Context: an optimization exercise on an open-source flow, tuned for small area, a short achievable clock period and few clock cycles. The choices shown serve that exercise and are no tape-out recipe. The RTL was checked by simulation tests, not by an equivalence proof against the original design.

==> v33: inputs <==
## x16rp_rle
module x16rp_rle (
    input  wire        clk,
    input  wire        rst,
    input  wire        reg_we,
    input  wire [5:0]  reg_addr,
    input  wire [31:0] reg_wdata,
    output reg  [31:0] reg_rdata,
    output wire        mem_req,
    output wire        mem_we,
    output wire [15:0] mem_addr,
    output wire [7:0]  mem_wdata,
    input  wire        mem_ready,
    input  wire [7:0]  mem_rdata,
    output wire        irq
);
==> flow/config.mk <==
export PLATFORM = sky130hd
export DESIGN_NAME = x16rp_rle
export DESIGN_NICKNAME = x16rp_rle
export VERILOG_FILES = /design/flow/design.v
export SDC_FILE = /design/flow/constraint.sdc
export NUM_CORES = 4
export LEC_CHECK = 0
export CAP_MARGIN = 20
export CORE_MARGIN = 2
export CORE_UTILIZATION = 40
export PLACE_DENSITY = 0.6
export SETUP_SLACK_MARGIN = 5
export SLEW_MARGIN = 20
==> flow/constraint.sdc <==
create_clock -name core_clock -period 12.0 [get_ports {clk}]
set_input_delay 2.4000 -clock core_clock [delete_from_list [all_inputs] [get_ports {clk}]]
set_output_delay 2.4000 -clock core_clock [all_outputs]
set_load 0.01 [all_outputs]
run.sh (not shown) runs the stock make flow with config.mk's settings and CLKGATE_MAP_FILE= SYNTH_SCRIPT=/design/flow/synth_recipe.tcl, a recipe that flattens the netlist after the stock synthesis.
==> v2: changes against v33 <==
--- a/flow/design.v
+++ b/flow/design.v
@@ -190,65 +190,61 @@
     wire [15:0] step_a   = (st_line || st_tile) ? rowb : 16'd0;
     wire [15:0] step_b   = st_line ? ~{12'd0, twb_m1} :
                            st_tile ? ~(rowb << (c_th ? 3'd4 : 3'd3)) : 16'd0;
     wire [15:0] src_next = src_ptr + step_a + step_b + {14'd0, st_tile, !st_tile};
     wire        t_first  = (t_xb == 4'd0) && (t_ln == 4'd0);
     wire        e_last = !cur_idx && (jx == r_m1);
     wire        e_rd   = rd_left && (cv ? (e_last && !rf && !nv) : 1'b1);
     wire        e_wr   = cv && !e_rd;
-    wire        c_padw = !cv && !nv && !rd_left && !rf && (acc_n != 3'd0);
+    wire        c_pads = !cv && !nv && !rd_left && !rf && (acc_n != 3'd0);
     wire        c_rd   = !cv && !nv && rd_left && !(rf && rf_first && idx_on);
-    wire        c_wr   = cv || nv || c_padw;
+    wire        c_wr   = cv || nv;
     wire        tokp   = cv || cur_idx;
     wire        r_rd   = !tokp && !nv && (pal_left || rd_left);
     wire        rd_req = st_rep ? (expm ? e_rd : c_rd) : (st_rle && r_rd);
     wire        wr_req = st_rep ? (expm ? e_wr : c_wr) : (st_hdr || (st_rle && tokp));
     wire        wr_idx = st_rep && (expm ? cur_idx : (!cv && nv));
     wire        rd_pal = st_rle && pal_left;
-    wire [3:0]  pad_sh  = 4'd8 - ({1'b0, acc_n} << (2'd3 - dd_c));
-    wire [7:0]  acc_pad = acc << pad_sh;
     wire sel_spread = st_rep && expm && !cur_idx;
     wire sel_idxn   = st_rep && expm && cur_idx;
     wire sel_cur    = st_hdr || (!(st_rep && expm) && cv);
     wire sel_nxt    = !st_hdr && !(st_rep && expm) && !cv && (st_rle || nv);
-    wire sel_pad    = st_rep && !expm && !cv && !nv;
     assign mem_wdata = ({8{sel_spread}} & spread(cur, c_bin, c_bout)) |
                        ({8{sel_idxn}}   & {4'd0, cur[7:4]}) |
                        ({8{sel_cur}}    & cur) |
-                       ({8{sel_nxt}}    & nxt) |
-                       ({8{sel_pad}}    & acc_pad);
+                       ({8{sel_nxt}}    & nxt);
     wire full_err = wr_req && (wr_idx ? idx_full : dst_full);
     assign mem_req  = (rd_req | wr_req) & ~full_err;
     assign mem_we   = wr_req;
     assign mem_addr = ((rd_req && rd_pal) || (wr_req && wr_idx)) ? aux_ptr :
                       rd_req ? src_ptr : dst_ptr;
     wire rd_go     = rd_req && mem_ready;
     wire wr_go     = wr_req && !full_err && mem_ready;
     wire src_go    = rd_go && !rd_pal;
     wire pal_go    = rd_go && rd_pal;
     wire dst_go    = wr_go && !wr_idx;
     wire idx_go    = wr_go && wr_idx;
-    wire [7:0] acc_new = (acc << (4'd8 >> dd_c)) | {4'd0, chunk(mem_rdata, c_bin, c_bout)};
+    wire [7:0] acc_new = (acc << (4'd8 >> dd_c)) | {4'd0, chunk(mem_rdata, c_bin, c_bout) & {4{rf}}};
     wire       e_free  = !cv || (wr_go && e_last);
     wire       tok_done = wr_go && !(cv && cur_idx);
     wire       tok_free = !tokp || tok_done;
     wire       src_arr  = rf && !rf_first;
     wire [3:0] r_x      = nv ? t_xb : mem_rdata[3:0];
     wire       r_xv     = nv || src_arr;
     wire       run_act  = jx[0];
     wire       r_brk    = run_act && !(r_x == t_ln && acc != 8'd255);
     wire       r_flush  = !r_xv && !rd_left && !pal_left && !rf && run_act && tok_free;
     wire       r_tok    = (r_xv && r_brk && tok_free) || r_flush;
     wire [7:0] tok_b0   = (acc < 8'd15) ? {acc[3:0], t_ln} : {4'hF, t_ln};
     wire [7:0] tok_b1   = acc - 8'd15;
     wire [3:0] q4_rd    = q4(mem_rdata);
     wire       pal_arr  = rf && rf_first;
     wire e_ok   = !rd_left && !rf && !nv && e_free;
-    wire c_ok   = !rd_left && !rf && !nv && ((acc_n == 3'd0) ? (!cv || wr_go) : (c_padw && wr_go));
+    wire c_ok   = !rd_left && !rf && !nv && (acc_n == 3'd0) && (!cv || wr_go);
     wire r_ok   = !rd_left && !pal_left && !rf && !nv && !run_act && tok_free;
     wire eng_ok = !full_err && ((st_rep && (expm ? e_ok : c_ok)) || (st_rle && r_ok));
     wire eng_err_nab = pre_fail || elen_fail || geom_fail || full_err;
     wire abort_now = ev_abort && !eng_err_nab && !eng_ok;
     wire eng_err = eng_err_nab || abort_now;
     wire [3:0]  eng_code = pre_fail ? E_WINDOW : elen_fail ? E_LEN : geom_fail ? E_GEOM :
                            full_err ? (wr_idx ? E_IDXOVF : E_DSTOVF) : E_ABORT;
     wire [16:0] eng_info = pre_fail ? {9'd0, pre_info} : elen_fail ? {14'd0, elen_r} :
@@ -295,17 +291,17 @@
         if ((reg_we && reg_addr == A_IDX_CAP)   || rst) idx_cap   <= wd_r;
         if ((reg_we && reg_addr == A_PAL_BASE)  || rst) pal_base  <= wd_r;
         if ((reg_we && reg_addr == A_PAL_COUNT) || rst) pal_count <= wd_r;
         if ((reg_we && reg_addr == A_MAGIC)     || rst) magic     <= wd_r;
     end
     wire ev_err   = busy && eng_err;
     wire ev_ok    = busy && eng_ok;
     wire cnt_clr  = rst || ev_ecmd || ev_start;
-    wire pad_done = act_rep && !expm && c_padw && wr_go;
+    wire pad_done = act_rep && !expm && cv && nxt_first && wr_go;
     always @(posedge clk) begin
         st_done <= !rst && (ev_ok || (st_done && !(w1c && reg_wdata[1]) && !ev_start && !ev_ecmd));
         st_err  <= !rst && (ev_err || ev_ecmd || (st_err && !(w1c && reg_wdata[2]) && !ev_start));
         st_rej  <= !rst && ((cmd_wr && busy && !w_nop) || (st_rej && !(w1c && reg_wdata[3])));
         st_padded <= !rst && (pad_done || (st_padded && !ev_start && !ev_ecmd));
         if (rst || ev_start || ev_ecmd || ev_err)
             st_errcode <= (rst || ev_start) ? 4'd0 : ev_ecmd ? E_CMD : eng_code;
         if (rst || ev_start || ev_ecmd || ev_err || ev_ok)
@@ -416,28 +412,27 @@
                 end else if (rf) begin
                     nxt <= mem_rdata; nv <= 1'b1; nxt_first <= rf_first;
                 end
             end
             if (act_rep && !expm) begin
                 if (wr_go) begin
                     if (cv)
                         cv <= 1'b0;
-                    else if (nv)
-                        nv <= 1'b0;
                     else
-                        acc_n <= 3'd0;
+                        nv <= 1'b0;
                 end
-                if (rf) begin
+                if (rf || c_pads) begin
                     if (acc_n == rc_m1) begin
                         cur <= acc_new; cv <= 1'b1; acc_n <= 3'd0;
+                        nxt_first <= c_pads;
                     end else begin
                         acc <= acc_new; acc_n <= acc_n + 3'd1;
                     end
-                    if (rf_first && idx_on) begin
+                    if (rf && rf_first && idx_on) begin
                         nv <= 1'b1; nxt <= {4'd0, mem_rdata[7:4]};
                     end
                 end
             end
             if (st_hdr && wr_go) begin
                 cur <= nxt; nxt <= acc; acc <= {t_ln, t_xb};
                 t_col[1:0] <= t_col[1:0] + 2'd1;
             end
CORE_UTILIZATION = 60   (was 40)
PLACE_DENSITY = 0.75   (was 0.6)
==> v31: changes against v33 <==
--- a/flow/design.v
+++ b/flow/design.v
@@ -128,43 +128,42 @@
     wire [1:0]  dd_c     = c_bin - c_bout;      
     wire [2:0]  r_m1     = (3'd1 << dd_e) - 3'd1;
     wire [2:0]  rc_m1    = (3'd1 << dd_c) - 3'd1;
     wire        rd_left  = (rem != 17'd0);
     wire        pal_left = has_pal && (aux_cap != 17'd0);
     wire        dst_full = (out_cnt == dcap);
     wire        idx_full = (idx_cnt == aux_cap);
     wire        has_aux = idx_on || has_pal;
-    reg  [16:0] pa, pb;
-    always @(*) begin
-        case (pk[1:0])
-            2'd0:    begin pa = {1'b0, src_ptr}; pb = rem;  end
-            2'd1:    begin pa = {1'b0, dst_ptr}; pb = dcap; end
-            2'd2:    begin pa = {1'b0, aux_ptr}; pb = aux_cap; end
-            default: begin pa = has_pal ? idx_cnt : {1'b0, aux_ptr};
-                           pb = has_pal ? {aux_cap[15:0], 1'b0} : aux_cap; end
-        endcase
-    end
+    wire        pk_s  = (pk == 3'd0) || (pk == 3'd6);
+    wire        pk_d  = (pk == 3'd1) || (pk == 3'd5);
+    wire        pk_a  = (pk == 3'd3) || (pk == 3'd4);
+    wire [16:0] pa    = pk_s ? {1'b0, src_ptr} : pk_d ? {1'b0, dst_ptr} :
+                        (pk_a && has_pal) ? idx_cnt : {1'b0, aux_ptr};
+    wire [16:0] pb    = pk_s ? rem : pk_d ? dcap :
+                        (pk_a && has_pal) ? {aux_cap[15:0], 1'b0} : aux_cap;
     wire [17:0] psum  = {1'b0, pa} + {1'b0, pb};
     wire        p_gt  = psum[17] | (psum[16] & (|psum[15:0]));
     wire        s_nz  = (rem != 17'd0);
     wire        d_nz  = (dcap != 17'd0);
     wire        a_nz  = (aux_cap != 17'd0);
-    wire        pc1   = {2'b0, (pk[1:0] == 2'd0) ? dst_ptr : src_ptr} < psum;
-    wire        pc2   = {2'b0, (pk[1:0] == 2'd3) ? dst_ptr : aux_ptr} < psum;
-    wire        f_ds  = err_info[26], f_as = err_info[27], f_sd = err_info[28], f_ad = err_info[29];
-    wire        p_last = (pk[1:0] == 2'd3) || (pk[1:0] == 2'd1 && !has_aux);
-    wire        ov_sd = s_nz & d_nz & f_ds & (has_aux ? f_sd : pc1);
-    wire        ov_sa = idx_on & s_nz & a_nz & f_as & pc1;
-    wire        ov_da = d_nz & a_nz & f_ad & pc2;
-    wire        oob   = (pk[1:0] == 2'd0) ? (sbig | p_gt) : (pk[1:0] == 2'd1) ? (dbig | p_gt) :
-                        (pk[1:0] == 2'd3) ? (abig | p_gt) : 1'b0;
-    wire        ovl   = p_last && (ov_sd || (pk[1:0] == 2'd3 && (ov_sa || ov_da)));
+    wire [15:0] pl    = (pk == 3'd0 || pk == 3'd4) ? dst_ptr :
+                        (pk == 3'd1 || pk == 3'd3) ? src_ptr : aux_ptr;
+    wire        pc    = psum[16] | (pl < psum[15:0]);
+    wire        f_ds  = err_info[26], f_sa = err_info[27], f_sd = err_info[28],
+                f_da  = err_info[29], f_ad = err_info[30];
+    wire        p_last = (pk == 3'd6) || (pk == 3'd1 && !has_aux);
+    wire        ov_sd = s_nz & d_nz & f_ds & (has_aux ? f_sd : pc);
+    wire        ov_sa = idx_on & s_nz & a_nz & f_sa & pc;
+    wire        ov_da = d_nz & a_nz & f_da & f_ad;
+    wire        oob   = (pk == 3'd0) ? (sbig | p_gt) : (pk == 3'd1) ? (dbig | p_gt) :
+                        (pk == 3'd3) ? (abig | p_gt) : 1'b0;
+    wire        ovl   = p_last && (ov_sd || (pk == 3'd6 && (ov_sa || ov_da)));
     wire        pre_fail = st_pre && (oob || ovl);
-    wire [7:0]  pre_info = oob ? ((pk[1:0] == 2'd0) ? 8'h01 : (pk[1:0] == 2'd1) ? 8'h02 :
+    wire [7:0]  pre_info = oob ? ((pk == 3'd0) ? 8'h01 : (pk == 3'd1) ? 8'h02 :
                                   (idx_on ? 8'h03 : 8'h04)) :
                            ov_sd ? 8'h21 : ov_sa ? 8'h31 : (idx_on ? 8'h32 : 8'h42);
     wire        pre_ok   = st_pre && p_last && !pre_fail;
     wire        pre_exit = st_pre && (pre_fail || p_last);
     wire [2:0]  len_msk  = (c_bout == 2'd0) ? 3'd7 : (c_bout == 2'd1) ? 3'd3 :
                            (c_bout == 2'd2) ? 3'd1 : 3'd0;
     wire [2:0]  elen_r   = (rem[2:0] << (2'd3 - c_bin)) & len_msk;
     wire        elen_fail = pre_ok && (lop == OP_LIN) && !c_pad && (elen_r != 3'd0);
@@ -190,65 +189,61 @@
     wire [15:0] step_a   = (st_line || st_tile) ? rowb : 16'd0;
     wire [15:0] step_b   = st_line ? ~{12'd0, twb_m1} :
                            st_tile ? ~(rowb << (c_th ? 3'd4 : 3'd3)) : 16'd0;
     wire [15:0] src_next = src_ptr + step_a + step_b + {14'd0, st_tile, !st_tile};
     wire        t_first  = (t_xb == 4'd0) && (t_ln == 4'd0);
     wire        e_last = !cur_idx && (jx == r_m1);
     wire        e_rd   = rd_left && (cv ? (e_last && !rf && !nv) : 1'b1);
     wire        e_wr   = cv && !e_rd;
-    wire        c_padw = !cv && !nv && !rd_left && !rf && (acc_n != 3'd0);
+    wire        c_pads = !cv && !nv && !rd_left && !rf && (acc_n != 3'd0);
     wire        c_rd   = !cv && !nv && rd_left && !(rf && rf_first && idx_on);
-    wire        c_wr   = cv || nv || c_padw;
+    wire        c_wr   = cv || nv;
     wire        tokp   = cv || cur_idx;
     wire        r_rd   = !tokp && !nv && (pal_left || rd_left);
     wire        rd_req = st_rep ? (expm ? e_rd : c_rd) : (st_rle && r_rd);
     wire        wr_req = st_rep ? (expm ? e_wr : c_wr) : (st_hdr || (st_rle && tokp));
     wire        wr_idx = st_rep && (expm ? cur_idx : (!cv && nv));
     wire        rd_pal = st_rle && pal_left;
-    wire [3:0]  pad_sh  = 4'd8 - ({1'b0, acc_n} << (2'd3 - dd_c));
-    wire [7:0]  acc_pad = acc << pad_sh;
     wire sel_spread = st_rep && expm && !cur_idx;
     wire sel_idxn   = st_rep && expm && cur_idx;
     wire sel_cur    = st_hdr || (!(st_rep && expm) && cv);
     wire sel_nxt    = !st_hdr && !(st_rep && expm) && !cv && (st_rle || nv);
-    wire sel_pad    = st_rep && !expm && !cv && !nv;
     assign mem_wdata = ({8{sel_spread}} & spread(cur, c_bin, c_bout)) |
                        ({8{sel_idxn}}   & {4'd0, cur[7:4]}) |
                        ({8{sel_cur}}    & cur) |
-                       ({8{sel_nxt}}    & nxt) |
-                       ({8{sel_pad}}    & acc_pad);
+                       ({8{sel_nxt}}    & nxt);
     wire full_err = wr_req && (wr_idx ? idx_full : dst_full);
     assign mem_req  = (rd_req | wr_req) & ~full_err;
     assign mem_we   = wr_req;
     assign mem_addr = ((rd_req && rd_pal) || (wr_req && wr_idx)) ? aux_ptr :
                       rd_req ? src_ptr : dst_ptr;
     wire rd_go     = rd_req && mem_ready;
     wire wr_go     = wr_req && !full_err && mem_ready;
     wire src_go    = rd_go && !rd_pal;
     wire pal_go    = rd_go && rd_pal;
     wire dst_go    = wr_go && !wr_idx;
     wire idx_go    = wr_go && wr_idx;
-    wire [7:0] acc_new = (acc << (4'd8 >> dd_c)) | {4'd0, chunk(mem_rdata, c_bin, c_bout)};
+    wire [7:0] acc_new = (acc << (4'd8 >> dd_c)) | {4'd0, chunk(mem_rdata, c_bin, c_bout) & {4{rf}}};
     wire       e_free  = !cv || (wr_go && e_last);
     wire       tok_done = wr_go && !(cv && cur_idx);
     wire       tok_free = !tokp || tok_done;
     wire       src_arr  = rf && !rf_first;
     wire [3:0] r_x      = nv ? t_xb : mem_rdata[3:0];
     wire       r_xv     = nv || src_arr;
     wire       run_act  = jx[0];
     wire       r_brk    = run_act && !(r_x == t_ln && acc != 8'd255);
     wire       r_flush  = !r_xv && !rd_left && !pal_left && !rf && run_act && tok_free;
     wire       r_tok    = (r_xv && r_brk && tok_free) || r_flush;
     wire [7:0] tok_b0   = (acc < 8'd15) ? {acc[3:0], t_ln} : {4'hF, t_ln};
     wire [7:0] tok_b1   = acc - 8'd15;
     wire [3:0] q4_rd    = q4(mem_rdata);
     wire       pal_arr  = rf && rf_first;
     wire e_ok   = !rd_left && !rf && !nv && e_free;
-    wire c_ok   = !rd_left && !rf && !nv && ((acc_n == 3'd0) ? (!cv || wr_go) : (c_padw && wr_go));
+    wire c_ok   = !rd_left && !rf && !nv && (acc_n == 3'd0) && (!cv || wr_go);
     wire r_ok   = !rd_left && !pal_left && !rf && !nv && !run_act && tok_free;
     wire eng_ok = !full_err && ((st_rep && (expm ? e_ok : c_ok)) || (st_rle && r_ok));
     wire eng_err_nab = pre_fail || elen_fail || geom_fail || full_err;
     wire abort_now = ev_abort && !eng_err_nab && !eng_ok;
     wire eng_err = eng_err_nab || abort_now;
     wire [3:0]  eng_code = pre_fail ? E_WINDOW : elen_fail ? E_LEN : geom_fail ? E_GEOM :
                            full_err ? (wr_idx ? E_IDXOVF : E_DSTOVF) : E_ABORT;
     wire [16:0] eng_info = pre_fail ? {9'd0, pre_info} : elen_fail ? {14'd0, elen_r} :
@@ -295,41 +290,44 @@
         if ((reg_we && reg_addr == A_IDX_CAP)   || rst) idx_cap   <= wd_r;
         if ((reg_we && reg_addr == A_PAL_BASE)  || rst) pal_base  <= wd_r;
         if ((reg_we && reg_addr == A_PAL_COUNT) || rst) pal_count <= wd_r;
         if ((reg_we && reg_addr == A_MAGIC)     || rst) magic     <= wd_r;
     end
     wire ev_err   = busy && eng_err;
     wire ev_ok    = busy && eng_ok;
     wire cnt_clr  = rst || ev_ecmd || ev_start;
-    wire pad_done = act_rep && !expm && c_padw && wr_go;
+    wire pad_done = act_rep && !expm && cv && nxt_first && wr_go;
     always @(posedge clk) begin
         st_done <= !rst && (ev_ok || (st_done && !(w1c && reg_wdata[1]) && !ev_start && !ev_ecmd));
         st_err  <= !rst && (ev_err || ev_ecmd || (st_err && !(w1c && reg_wdata[2]) && !ev_start));
         st_rej  <= !rst && ((cmd_wr && busy && !w_nop) || (st_rej && !(w1c && reg_wdata[3])));
         st_padded <= !rst && (pad_done || (st_padded && !ev_start && !ev_ecmd));
         if (rst || ev_start || ev_ecmd || ev_err)
             st_errcode <= (rst || ev_start) ? 4'd0 : ev_ecmd ? E_CMD : eng_code;
         if (rst || ev_start || ev_ecmd || ev_err || ev_ok)
             err_info   <= rst ? 32'd0 :
                           ev_start ? {6'd0, (w_op[0] ? pbig_w : ibig_w), dbig_w, sbig_w,
                                       ctrl_lo[9:6], ctrl_lo[3:2], dst_cap[16:0]} :
                           ev_ecmd ? reg_wdata : ev_err ? {15'd0, eng_info} : 32'd0;
         if (cnt_clr || in_inc)
             in_cnt <= cnt_clr ? 17'd0 : in_cnt + 17'd1;
         if (cnt_clr || dst_go)
             out_cnt <= cnt_clr ? 17'd0 : out_cnt + 17'd1;
-        if (cnt_clr || pre_exit || (st_pre && pk[1:0] == 2'd2) || idx_go)
+        if (cnt_clr || pre_exit || (st_pre && pk == 3'd2) || idx_go)
             idx_cnt <= (cnt_clr || pre_exit) ? 17'd0 : st_pre ? psum[16:0] : idx_cnt + 17'd1;
-        if (st_pre && !pre_exit && !pk[1]) begin
-            if (pk[0]) begin
-                err_info[28] <= pc1; err_info[29] <= pc2;
-            end else begin
-                err_info[26] <= pc1; err_info[27] <= pc2;
-            end
+        if (st_pre && !pre_exit) begin
+            case (pk)
+                3'd0: err_info[26] <= pc;
+                3'd1: err_info[28] <= pc;
+                3'd3: err_info[27] <= pc;
+                3'd4: err_info[29] <= pc;
+                3'd5: err_info[30] <= pc;
+                default: ;
+            endcase
         end
         if (rst)
             lop <= 2'd0;
         else if (ev_start)
             lop <= w_op;
         if (ev_start) begin
             tob  <= {2'd0, ctrl_lo[4]} + {2'd0, ctrl_lo[5]} + {1'b0, ctrl_lo[3:2]};
         end
@@ -337,17 +335,17 @@
     always @(posedge clk) begin
         if (rst)
             state <= S_IDLE;
         else if (!busy)
             state <= ev_start ? 4'd0 : S_IDLE;
         else if (eng_err || eng_ok)
             state <= S_IDLE;
         else if (st_pre)
-            state <= !p_last ? ((pk[1:0] == 2'd1 && !has_pal) ? 4'd3 : {2'b0, pk[1:0] + 2'd1}) :
+            state <= !p_last ? ((pk == 3'd1 && !has_pal) ? 4'd3 : {1'b0, pk + 3'd1}) :
                      (lop == OP_RLE) ? (c_hdr ? S_HDR : S_RLE) :
                      (is_tile && !g_done) ? S_GEOM : S_REP;
         else if (st_geom && g_done)
             state <= S_REP;
         else if (st_hdr && wr_go && t_col[1:0] == 2'd3)
             state <= S_RLE;
         d_f <= rst || (!busy && reg_we && (reg_addr == A_CTRL || reg_addr == A_SRC_LEN)) ||
                (busy && !st_pre && !st_geom);
@@ -416,28 +414,27 @@
                 end else if (rf) begin
                     nxt <= mem_rdata; nv <= 1'b1; nxt_first <= rf_first;
                 end
             end
             if (act_rep && !expm) begin
                 if (wr_go) begin
                     if (cv)
                         cv <= 1'b0;
-                    else if (nv)
-                        nv <= 1'b0;
                     else
-                        acc_n <= 3'd0;
+                        nv <= 1'b0;
                 end
-                if (rf) begin
+                if (rf || c_pads) begin
                     if (acc_n == rc_m1) begin
                         cur <= acc_new; cv <= 1'b1; acc_n <= 3'd0;
+                        nxt_first <= c_pads;
                     end else begin
                         acc <= acc_new; acc_n <= acc_n + 3'd1;
                     end
-                    if (rf_first && idx_on) begin
+                    if (rf && rf_first && idx_on) begin
                         nv <= 1'b1; nxt <= {4'd0, mem_rdata[7:4]};
                     end
                 end
             end
             if (st_hdr && wr_go) begin
                 cur <= nxt; nxt <= acc; acc <= {t_ln, t_xb};
                 t_col[1:0] <= t_col[1:0] + 2'd1;
             end
CORE_UTILIZATION = 60   (was 40)
CTS_CLUSTER_DIAMETER = 120   (was unset)
CTS_CLUSTER_SIZE = 20   (was unset)
PLACE_DENSITY = 0.75   (was 0.6)
==> run notes <==
- Clock-buffer cell count, lowest first: v31, v2, v33.
- The lowest die area belongs to v31, the highest to v33.
- The lowest register-to-register slack belongs to v2, the highest to v33.
- Critical path depth: v2 > v31 > v33.
- Of v31 and v33, v33 has the higher design area (gap 5.0%, measured against v33).
- The lowest wire length belongs to v31, the highest to v33.
- In v31 the final cell count is smaller than in v2, by about 1.8%.
Testbench counts of v33, summed over its fixed seeds: cycles 150,140.
Testbench counts of v2, summed over its fixed seeds: cycles 150,180.
Testbench counts of v31, summed over its fixed seeds: cycles 150,286.

re-timing with driven ports:
The flow's constraints put no driver on any port. The routed layouts listed below were extracted and timed again, unchanged, in two steps.
Step 1: set_driving_cell puts a clkbuf_16 on clk and a buf_2 on each other input, an assumption about the parent block.
Step 2 moves the port delays by t, midway between the first and last clock arrival at a register: inputs arrive t later, outputs are due t later. That takes back most of the time a late clock gives input paths.
a / b / c = no drivers / after step 1 / after step 2; a / b = the first two.
run | t (ns) | slack for setup (ns) | latest minus earliest clock arrival (ns)
v33 | 0.714 | 4.952 / 4.933 / 4.306 | 0.051 / 0.051
v2 | 0.730 | 4.879 / 4.813 / 4.422 | 0.077 / 0.077
v31 | 0.659 | 4.907 / 4.886 / 4.534 | 0.037 / 0.037
After both steps every run listed still meets setup and hold. For v33, which loses most, drivers alone change the setup slack by -0.019 ns; drivers and shift together by -0.646 ns.
